From an optimization exercise on the open Yosys and OpenROAD flow, aimed at small area, a short achievable clock period and few clock cycles; shortcuts taken in it are not production practice.
No functional check of the RTL was part of this run.

### config.mk
export PLATFORM = sky130hd
export DESIGN_NAME = cprq_core
export DESIGN_NICKNAME = cprq_core
export VERILOG_FILES = /design/flow/design.v
export SDC_FILE = /design/flow/constraint.sdc
export NUM_CORES = 4
export LEC_CHECK = 0
export CAP_MARGIN = 20
export CORE_MARGIN = 2
export CORE_UTILIZATION = 40
export SLEW_MARGIN = 20
### constraint.sdc
create_clock -name core_clock -period 34.0 [get_ports {clk}]
set_input_delay 6.8000 -clock core_clock [delete_from_list [all_inputs] [get_ports {clk}]]
set_output_delay 6.8000 -clock core_clock [all_outputs]
set_load 0.01 [all_outputs]
### design.v
module cprq_nl (
    input  wire [22:0] n,      
    input  wire        odd,    
    output reg  [5:0]  nl      
);
    function [22:0] lim_of;
        input [5:0] row;
        input       par;
        reg   [22:0] lim;
        begin
            case (row)
            6'd0 : lim = par ? 23'd224918  : 23'd228730 ;  
            6'd1 : lim = par ? 23'd318527  : 23'd323926 ;  
            6'd2 : lim = par ? 23'd390663  : 23'd397284 ;  
            6'd3 : lim = par ? 23'd451737  : 23'd459394 ;  
            6'd4 : lim = par ? 23'd505776  : 23'd514349 ;  
            6'd5 : lim = par ? 23'd554844  : 23'd564248 ;  
            6'd6 : lim = par ? 23'd600164  : 23'd610336 ;  
            6'd7 : lim = par ? 23'd642533  : 23'd653423 ;  
            6'd8 : lim = par ? 23'd682504  : 23'd694072 ;  
            6'd9 : lim = par ? 23'd720479  : 23'd732691 ;  
            6'd10: lim = par ? 23'd756762  : 23'd769589 ;  
            6'd11: lim = par ? 23'd791589  : 23'd805006 ;  
            6'd12: lim = par ? 23'd825146  : 23'd839132 ;  
            6'd13: lim = par ? 23'd857586  : 23'd872121 ;  
            6'd14: lim = par ? 23'd889033  : 23'd904102 ;  
            6'd15: lim = par ? 23'd919593  : 23'd935179 ;  
            6'd16: lim = par ? 23'd949353  : 23'd965444 ;  
            6'd17: lim = par ? 23'd978390  : 23'd994973 ;  
            6'd18: lim = par ? 23'd1006768 : 23'd1023832;  
            6'd19: lim = par ? 23'd1034545 : 23'd1052079;  
            6'd20: lim = par ? 23'd1061769 : 23'd1079765;  
            6'd21: lim = par ? 23'd1088486 : 23'd1106935;  
            6'd22: lim = par ? 23'd1114735 : 23'd1133629;  
            6'd23: lim = par ? 23'd1140550 : 23'd1159881;  
            6'd24: lim = par ? 23'd1165962 : 23'd1185724;  
            6'd25: lim = par ? 23'd1191001 : 23'd1211187;  
            6'd26: lim = par ? 23'd1215692 : 23'd1236297;  
            6'd27: lim = par ? 23'd1240057 : 23'd1261075;  
            6'd28: lim = par ? 23'd1264120 : 23'd1285546;  
            6'd29: lim = par ? 23'd1287899 : 23'd1309728;  
            6'd30: lim = par ? 23'd1311412 : 23'd1333639;  
            6'd31: lim = par ? 23'd1334676 : 23'd1357297;  
            6'd32: lim = par ? 23'd1357706 : 23'd1380718;  
            6'd33: lim = par ? 23'd1380517 : 23'd1403915;  
            6'd34: lim = par ? 23'd1403121 : 23'd1426903;  
            6'd35: lim = par ? 23'd1425532 : 23'd1449693;  
            6'd36: lim = par ? 23'd1447759 : 23'd1472298;  
            6'd37: lim = par ? 23'd1469815 : 23'd1494728;  
            6'd38: lim = par ? 23'd1491709 : 23'd1516992;  
            6'd39: lim = par ? 23'd1513450 : 23'd1539102;  
            6'd40: lim = par ? 23'd1535046 : 23'd1561064;  
            6'd41: lim = par ? 23'd1556506 : 23'd1582887;  
            6'd42: lim = par ? 23'd1577835 : 23'd1604578;  
            6'd43: lim = par ? 23'd1599040 : 23'd1626143;  
            6'd44: lim = par ? 23'd1620127 : 23'd1647587;  
            6'd45: lim = par ? 23'd1641099 : 23'd1668914;  
            6'd46: lim = par ? 23'd1661958 : 23'd1690127;  
            6'd47: lim = par ? 23'd1682706 : 23'd1711226;  
            6'd48: lim = par ? 23'd1703339 : 23'd1732210;  
            6'd49: lim = par ? 23'd1723853 : 23'd1753071;  
            6'd50: lim = par ? 23'd1744234 : 23'd1773797;  
            6'd51: lim = par ? 23'd1764460 : 23'd1794366;  
            6'd52: lim = par ? 23'd1784489 : 23'd1814735;  
            6'd53: lim = par ? 23'd1804247 : 23'd1834827;  
            6'd54: lim = par ? 23'd1823578 : 23'd1854486;  
            6'd55: lim = par ? 23'd1842133 : 23'd1873355;  
            6'd56: lim = par ? 23'd1858887 : 23'd1890394;  
            6'd57: lim = par ? 23'd1868868 : 23'd1900544;  
            6'd58: lim = par ? 23'd1933312 : 23'd1966080;  
            default: lim = 23'd0;
            endcase
            lim_of = lim;
        end
    endfunction
    integer k;
    reg found;
    always @(*) begin
        nl    = 6'd1;    
        found = 1'b0;
        for (k = 0; k < 59; k = k + 1) begin
            if (!found && n <= lim_of(k[5:0], odd)) begin
                nl    = 6'd59 - k[5:0];
                found = 1'b1;
            end
        end
    end
endmodule
module cprq_zone_quant (
    input  wire [31:0]       w,       
    input  wire [5:0]        nz,      
    output wire signed [7:0] zone,    
    output wire [17:0]       code     
);
    localparam [38:0] M      = 39'd3019898880;    
    localparam [38:0] OFFSET = 39'd193273528320;  
    wire signed [38:0] prod   = $signed(w) * $signed({1'b0, nz});
    wire        [38:0] biased = prod + OFFSET;
    wire        [38:0] quot   = biased / M;
    wire        [38:0] rem    = biased % M;
    wire        [38:0] scaled = (rem << 1) + 39'd23040;
    wire        [38:0] q18    = scaled / 39'd46080;
    assign zone = quot[7:0] - 8'sd64;
    assign code = q18[17:0];
endmodule
module cprq_alt_enc (
    input  wire        present,
    input  wire [31:0] w,
    output wire [11:0] ac
);
    wire signed [32:0] biased = $signed({w[31], w}) + 33'sd259200;
    wire signed [24:0] steps  = biased[32:8];             
    wire        [24:0] q      = steps / 25'd25;           
    wire        [10:0] idx    = steps[24]      ? 11'd0 :
                                (q > 25'd2047) ? 11'd2047 : q[10:0];
    assign ac = present ? {idx[10:4], 1'b1, idx[3:0]} : 12'h000;
endmodule
module cprq_abs32 (
    input  wire [31:0] w,
    output wire [31:0] m
);
    assign m = w[31] ? (~w + 32'd1) : w;
endmodule
module cprq_vel_enc (
    input  wire        present,
    input  wire [31:0] w,
    input  wire        ss,
    output wire [10:0] code
);
    wire [31:0] m;
    cprq_abs32 u_abs (.w(w), .m(m));
    wire [32:0] sub_q = ({1'b0, m} + 33'd384)  >> 8;
    wire [32:0] sup_q = ({1'b0, m} + 33'd1536) >> 10;
    wire [32:0] q     = ss ? sup_q : sub_q;
    wire [9:0]  mag   = (q > 33'd1023) ? 10'd1023 : q[9:0];
    assign code = present ? {w[31], mag} : 11'h000;
endmodule
module cprq_vr_enc (
    input  wire        present,
    input  wire [31:0] w,
    output wire [9:0]  code
);
    wire [31:0] m;
    cprq_abs32 u_abs (.w(w), .m(m));
    wire [32:0] q   = ({1'b0, m} + 33'd24576) >> 14;
    wire [8:0]  mag = (q > 33'd511) ? 9'd511 : q[8:0];
    assign code = present ? {w[31], mag} : 10'h000;
endmodule
module cprq_ss_dec (
    input  wire        ns_present,
    input  wire [31:0] ns_w,
    input  wire        ew_present,
    input  wire [31:0] ew_w,
    output wire        ss
);
    wire [31:0] ns_m, ew_m;
    cprq_abs32 u_ns (.w(ns_w), .m(ns_m));
    cprq_abs32 u_ew (.w(ew_w), .m(ew_m));
    assign ss = (ns_present && ns_m > 32'd256000) ||
                (ew_present && ew_m > 32'd256000);
endmodule
module cprq_core (
    input  wire         clk,
    input  wire         rst,             
    input  wire         cmd_valid,
    output wire         cmd_ready,
    input  wire [31:0]  cmd_hdr,
    input  wire [31:0]  cmd_addr,
    input  wire [31:0]  cmd_a,
    input  wire [31:0]  cmd_b,
    input  wire [31:0]  cmd_c,
    output wire         rsp_valid,
    input  wire         rsp_ready,
    output reg  [1:0]   rsp_status,
    output reg          rsp_f0v,
    output reg          rsp_f1v,
    output reg  [111:0] rsp_frame0,
    output reg  [111:0] rsp_frame1,
    output wire         crc_req_valid,
    input  wire         crc_req_ready,
    output reg  [87:0]  crc_req_msg,
    input  wire         crc_rsp_valid,
    output wire         crc_rsp_ready,
    input  wire [23:0]  crc_rsp_val
);
    localparam [2:0] S_IDLE    = 3'd0,
                     S_DECODE  = 3'd1,
                     S_LAT     = 3'd2,
                     S_LON     = 3'd3,
                     S_CRC_REQ = 3'd4,
                     S_CRC_RSP = 3'd5,
                     S_RESP    = 3'd6;
    localparam [1:0] OP_MKPOS = 2'b01,
                     OP_MKALT = 2'b10,
                     OP_MKVEL = 2'b11;
    localparam [1:0] ST_OK          = 2'b00,
                     ST_ERR_VARIANT = 2'b01,
                     ST_ERR_OP      = 2'b10;
    localparam [4:0] TYPE_ALT = 5'd0,
                     TYPE_POS = 5'd17,
                     TYPE_VEL = 5'd19;
    reg [2:0] state;
    reg [31:0] x_hdr, x_addr, x_a, x_b, x_c;
    reg        odd;
    reg [17:0]       yz18;
    reg signed [7:0] lat_zone;
    wire [1:0]  op  = x_hdr[1:0];
    wire [1:0]  variant = x_hdr[3:2];
    wire        pa  = x_hdr[4];
    wire        pb  = x_hdr[5];
    wire        pc  = x_hdr[6];
    wire [23:0] address = x_addr[23:0];
    reg [7:0] fb;
    reg       imf;
    always @(*) begin
        case (variant)
            2'b00:   begin fb = 8'h92; imf = 1'b0; end    
            2'b01:   begin fb = 8'h95; imf = 1'b0; end    
            default: begin fb = 8'h92; imf = 1'b1; end    
        endcase
    end
    wire [11:0] ac;
    wire        ss;
    wire [10:0] ens, eew;
    wire [9:0]  evr;
    cprq_alt_enc u_alt (.present(pc), .w(x_c), .ac(ac));
    cprq_ss_dec  u_ss  (.ns_present(pa), .ns_w(x_a), .ew_present(pb), .ew_w(x_b), .ss(ss));
    cprq_vel_enc u_ns  (.present(pa), .w(x_a), .ss(ss), .code(ens));
    cprq_vel_enc u_ew  (.present(pb), .w(x_b), .ss(ss), .code(eew));
    cprq_vr_enc  u_vr  (.present(pc), .w(x_c), .code(evr));
    wire signed [7:0] lat_zone_w;
    wire [17:0]       yz18_w;
    cprq_zone_quant u_lat (
        .w(x_a), .nz(odd ? 6'd59 : 6'd60), .zone(lat_zone_w), .code(yz18_w)
    );
    wire signed [24:0] s_lat = $signed({7'd0, yz18}) + ($signed(lat_zone) <<< 17);
    wire        [24:0] n_lat = s_lat[24] ? -s_lat : s_lat;
    wire [5:0] nl;
    cprq_nl u_nl (.n(n_lat[22:0]), .odd(odd), .nl(nl));
    wire [5:0] nz_lon = (nl > {5'd0, odd}) ? nl - {5'd0, odd} : 6'd1;
    wire signed [7:0] lon_zone_unused;
    wire [17:0]       xz18_w;
    cprq_zone_quant u_lon (
        .w(x_b), .nz(nz_lon), .zone(lon_zone_unused), .code(xz18_w)
    );
    wire [16:0] yz = yz18[16:0];
    wire [16:0] xz = xz18_w[16:0];
    wire [31:0] head = {fb, address};
    wire [55:0] me_pos = {TYPE_POS, 2'b00, imf, ac, 1'b0, odd, yz, xz};
    wire [55:0] me_alt = {TYPE_ALT, 2'b00, imf, ac, 1'b0, 1'b0, 17'd0, 17'd0};
    wire [2:0]  st     = ss ? 3'd2 : 3'd1;
    wire [55:0] me_vel = {TYPE_VEL, st, imf, 4'b0000, eew, ens, 1'b1, evr, 2'b00, 8'h00};
    assign cmd_ready     = (state == S_IDLE) && !rst;
    assign rsp_valid     = (state == S_RESP);
    assign crc_req_valid = (state == S_CRC_REQ);
    assign crc_rsp_ready = (state == S_CRC_RSP);
    always @(posedge clk) begin
        if (rst) begin
            state <= S_IDLE;
        end else begin
            case (state)
                S_IDLE: begin
                    if (cmd_valid) begin
                        x_hdr  <= cmd_hdr;
                        x_addr <= cmd_addr;
                        x_a    <= cmd_a;
                        x_b    <= cmd_b;
                        x_c    <= cmd_c;
                        state  <= S_DECODE;
                    end
                end
                S_DECODE: begin
                    rsp_f0v    <= 1'b0;
                    rsp_f1v    <= 1'b0;
                    rsp_frame0 <= 112'd0;
                    rsp_frame1 <= 112'd0;
                    odd        <= 1'b0;
                    if (op == 2'b00) begin
                        rsp_status <= ST_ERR_OP;
                        state      <= S_RESP;
                    end else if (variant == 2'b11) begin
                        rsp_status <= ST_ERR_VARIANT;
                        state      <= S_RESP;
                    end else begin
                        rsp_status <= ST_OK;
                        case (op)
                            OP_MKPOS: state <= S_LAT;
                            OP_MKALT: begin
                                crc_req_msg <= {head, me_alt};
                                state       <= S_CRC_REQ;
                            end
                            OP_MKVEL: begin
                                crc_req_msg <= {head, me_vel};
                                state       <= S_CRC_REQ;
                            end
                            default: state <= S_RESP;    
                        endcase
                    end
                end
                S_LAT: begin
                    yz18     <= yz18_w;
                    lat_zone <= lat_zone_w;
                    state    <= S_LON;
                end
                S_LON: begin
                    crc_req_msg <= {head, me_pos};
                    state       <= S_CRC_REQ;
                end
                S_CRC_REQ: begin
                    if (crc_req_ready)
                        state <= S_CRC_RSP;
                end
                S_CRC_RSP: begin
                    if (crc_rsp_valid) begin
                        if (op == OP_MKPOS && odd) begin
                            rsp_frame1 <= {crc_req_msg, crc_rsp_val};
                            rsp_f1v    <= 1'b1;
                            state      <= S_RESP;
                        end else begin
                            rsp_frame0 <= {crc_req_msg, crc_rsp_val};
                            rsp_f0v    <= 1'b1;
                            if (op == OP_MKPOS) begin
                                odd   <= 1'b1;
                                state <= S_LAT;
                            end else begin
                                state <= S_RESP;
                            end
                        end
                    end
                end
                S_RESP: begin
                    if (rsp_ready)
                        state <= S_IDLE;
                end
                default: state <= S_IDLE;
            endcase
        end
    end
endmodule
### run.sh
#!/bin/bash
# synth_recipe.tcl (not shown) runs the flow's synth.tcl, then flattens the netlist and writes it again
# the make line also repeats each setting of config.mk as NAME=value (left out here)
make -C /OpenROAD-flow-scripts/flow DESIGN_CONFIG=/design/flow/config.mk WORK_HOME=/design/flow/orfs CLKGATE_MAP_FILE= SYNTH_SCRIPT=/design/flow/synth_recipe.tcl finish
==> run notes <==
-- final timing paths --
path / endpoint / slack [ns] / depth (start not counted)
max: crc_req_msg[0] / 1.23 / 157
max reg2reg: crc_req_msg[0] / 1.23 / 157
min: crc_req_msg[59] / 0.39 / 0
min reg2reg: crc_req_msg[59] / 0.39 / 0
-- synthesized netlist by cell type, types with 103 or more instances --
cell        n  area (um^2)
nor2_1    821         3080
nor4_1    131          820
fa_1      262         5250
a211oi_1  103          773
edfxtp_1  440        13200
nand3_1   343         1720
nand4_1   148          926
nor3_1    279         1400
a21oi_1   577         2890
ha_1      314         3930
xnor2_1   431         3770
clkbuf_1  242          908
a31oi_1   125          782
and2_1    287         1800
xor2_1    230         2010
nand2_1   833         3130
o21ai_0   429         2150
inv_1     419         1570
-- final cells by class --
cell class	instances	area share, %
multi-input combinational	7422	57.5
timing repair buffer	2633	22.1
sequential	443	13.8
tap	2340	3.05
inverter	449	1.81
clock buffer	53	1.27
clock inverter	36	0.441
antenna	8	0.0209
-- cell families after synthesis --
kind of cell | share of synthesized area [%]
AOI/OAI and AO/OA | 25.4
xor gates and xnor gates | 9.03
adders and majority gates | 13.4
buffers and inverters | 5.99
DFF | 18.8
muxes | 2.37
other | 0.0107
and+or+nand+nor | 25.0
-- per-stage QoR --
stage          worst slack [ns]  hold slack (ns)
5_1_grt                  -0.341            0.407
2_1_floorplan            0.0272            0.400
6_report                   1.23            0.393
3_3_place_gp             -0.326            0.401
4_1_cts                 0.00163            0.391
3_5_place_dp             -0.572            0.405
-- sequential cells by signal, indices dropped and copies added (netlist names) --
| name | flops |
|---|---|
| rsp_frame0 | 103 |
| rsp_frame1 | 103 |
| crc_req_msg | 78 |
| x_a | 32 |
| x_b | 32 |
| x_c | 32 |
| x_addr | 24 |
| yz18 | 18 |
| lat_zone | 8 |
| x_hdr | 7 |
| state | 3 |
| rsp_status | 2 |
| odd | 1 |
-- layer usage --
| layer | vias up | track usage (%) | part of all wire (%) |
|---|---|---|---|
| met2 | 3461 | 54.6 | 43 |
| met5 | - | 0 | 0 |
| met4 | 0 | 14.1 | 4.7 |
| met1 | 39000 | 50.3 | 44 |
| li1 | 36800 | - | - |
| met3 | 525 | 6.19 | 8.2 |
-- worst register-to-register path: cells and delay by family, from the launching register on --
family	cells	cell delay [ns]
AO/OA/AOI/OAI	71	15.67
XOR/XNOR	5	0.69
adder cells (fa/ha/maj)	8	2.93
buffers and inverters	40	5.84
flip-flops	1	0.34
multiplexers	2	0.66
AND/OR/NAND/NOR	31	6.34
-- what timing repair did --
action                     4_1_cts  5_1_grt
setup endpoints to repair        1        5
pin swaps                        0      109
setup buffers                    0       76
cloned                           0        4
gates resized for setup         21      361
==> results by group <==
Worst setup path
  – CP most frequent cell: buf_4
  – Top delay family on crit path: compound AO/OA/AOI/OAI gates
  – CP Max Fanout: 19
  – Crit start category: register
  – CP bufs+invs: 40
  – Critical Path RT: 34.40 ns
  – Critical path's largest stage delay: 0.59 ns
  – Setup crit end kind: register
  – WS Path Type: reg2reg
  – Slowest stage cell, crit path: or4_4
  – CP Data Arrival Time: 33.17 ns
  – FF-to-FF Start: yz18[17]
  – CP startpoint: yz18[17]

Clock tree
  – Clock latency at the later pin of the worst-skew pair: 0.71 ns
  – Sink Count: 443
  – Cts hold-fix bufs: 0
  – Reg clk slew, reported paths: 0.07 ns
  – Root Driver: clkbuf_16
  – TritonCTS clock tree: yes
  – Htree depth: 2
  – CTS Buffer Depth: 3
  – CTS Buf Count: 48

Final layout
  – Multi-input gate area: 55100 um^2
  – Share of post-route cells with drive strength above 1: 27.9%
  – Final Instance Area: 95900 um^2
  – Area growth syn-to-layout: 36.0%
  – Final Non-Filler Cells: 13400
  – Core Util, Final: 54.6%
  – Sequential cell area: 13300 um^2
  – Most common cell after layout, fill and taps aside: buf_4
  – Final-stage net count: 11800
  – Most frequent cells in the layout: 2148 x buf_4, 830 x nand2_1, 802 x nor2_1, 549 x a21oi_1, 456 x clkdlybuf4s50_1
  – Layout fillers: 16500

Timing
  – Slew HR: 13.4%
  – FMAX: 30.5 MHz
  – Transition time of the tightest slew-check pin: 1.29 ns
  – Skew final: 0.0668 ns
  – Final Hold Fails: 0
  – Pins Over Slew Limit: 0
  – Final TNS setup: 0 ns
  – Final Critical Period: 32.77 ns
  – Final setup violation count: 0
  – Final period utilization: 96.4%

Drt
  – Final wirelength: 337000 um
  – Via Count: 79800
  – DRT Pass-1 Iters: 7
  – Drt drc: 0
  – Wire length per cell: 25.2 um
  – Final ANT Viol Nets: 0
  – DR vias/cell: 5.96
  – Iter 0 DRT Violations: 7786

Run status
  – Status: no timing/DRC/antenna violations

Floorplan
  – Die area: 180000 um^2
  – Die width: 424 um
  – Die Y: 424 um
  – Core Region: 176000 um^2
  – Row count: 154
  – Initial Util: 40.2%
  – I/O pin total: 510

Yosys
  – Seq/Total Area, Yosys: 18.8%
  – Async set-or-reset flop fraction in the synthesized netlist: 0%
  – Netlist cell types: 201
  – Top FF cell, synth: edfxtp_1
  – Post-Syn Area per Cell: 8.10 um^2
  – Cells after Synth: 8704
  – Post-Syn Area: 70500 um^2
  – Post-synth EDFFs: 440
  – YS warnings: 2
  – Synthesized flop and latch total: 443

Min path
  – Worst hold start: x_addr[3]
  – HP Class: reg2reg

Placed design
  – Hpwl dp: 278000 um
  – Port buffer count: 456
  – Placer Congestion: 1.05
  – Area after DPL: 91700 um^2
  – Placed Cells: 13200

Global route
  – Vias in the first global route: 75400
  – Initial antenna violation count: 12
  – Total GRT Usage: 35.9%
  – Largest net degree at the start of global routing: 86
  – Remaining global-route overflow: 0
  – First-pass GRT wire length: 491000 um

Run
  – Max-cap violation count: 0

==> port drivers added, routing unchanged <==
The results above use ideal ports. As a check the final layout listed here was re-extracted and re-timed, cells and wires unchanged. Step 1 sets driving cells, clkbuf_16 on the clock port and buf_2 on the other inputs (assumed; they add their load-dependent delay and slew). Step 2 also shifts input and output timing later by t, the mid clock arrival at the registers, as if the neighbouring blocks saw the same clock. Three values: ideal ports, drivers, drivers and shift; two values: the first two.
t (ns): 0.745
slack for setup (ns): 1.234 / 1.234 / 1.234
worst setup path after step 2: register to register
After both steps this run still meets setup and hold. The setup slack of this run moves by 0.000 ns with the drivers and by 0.000 ns with both steps.
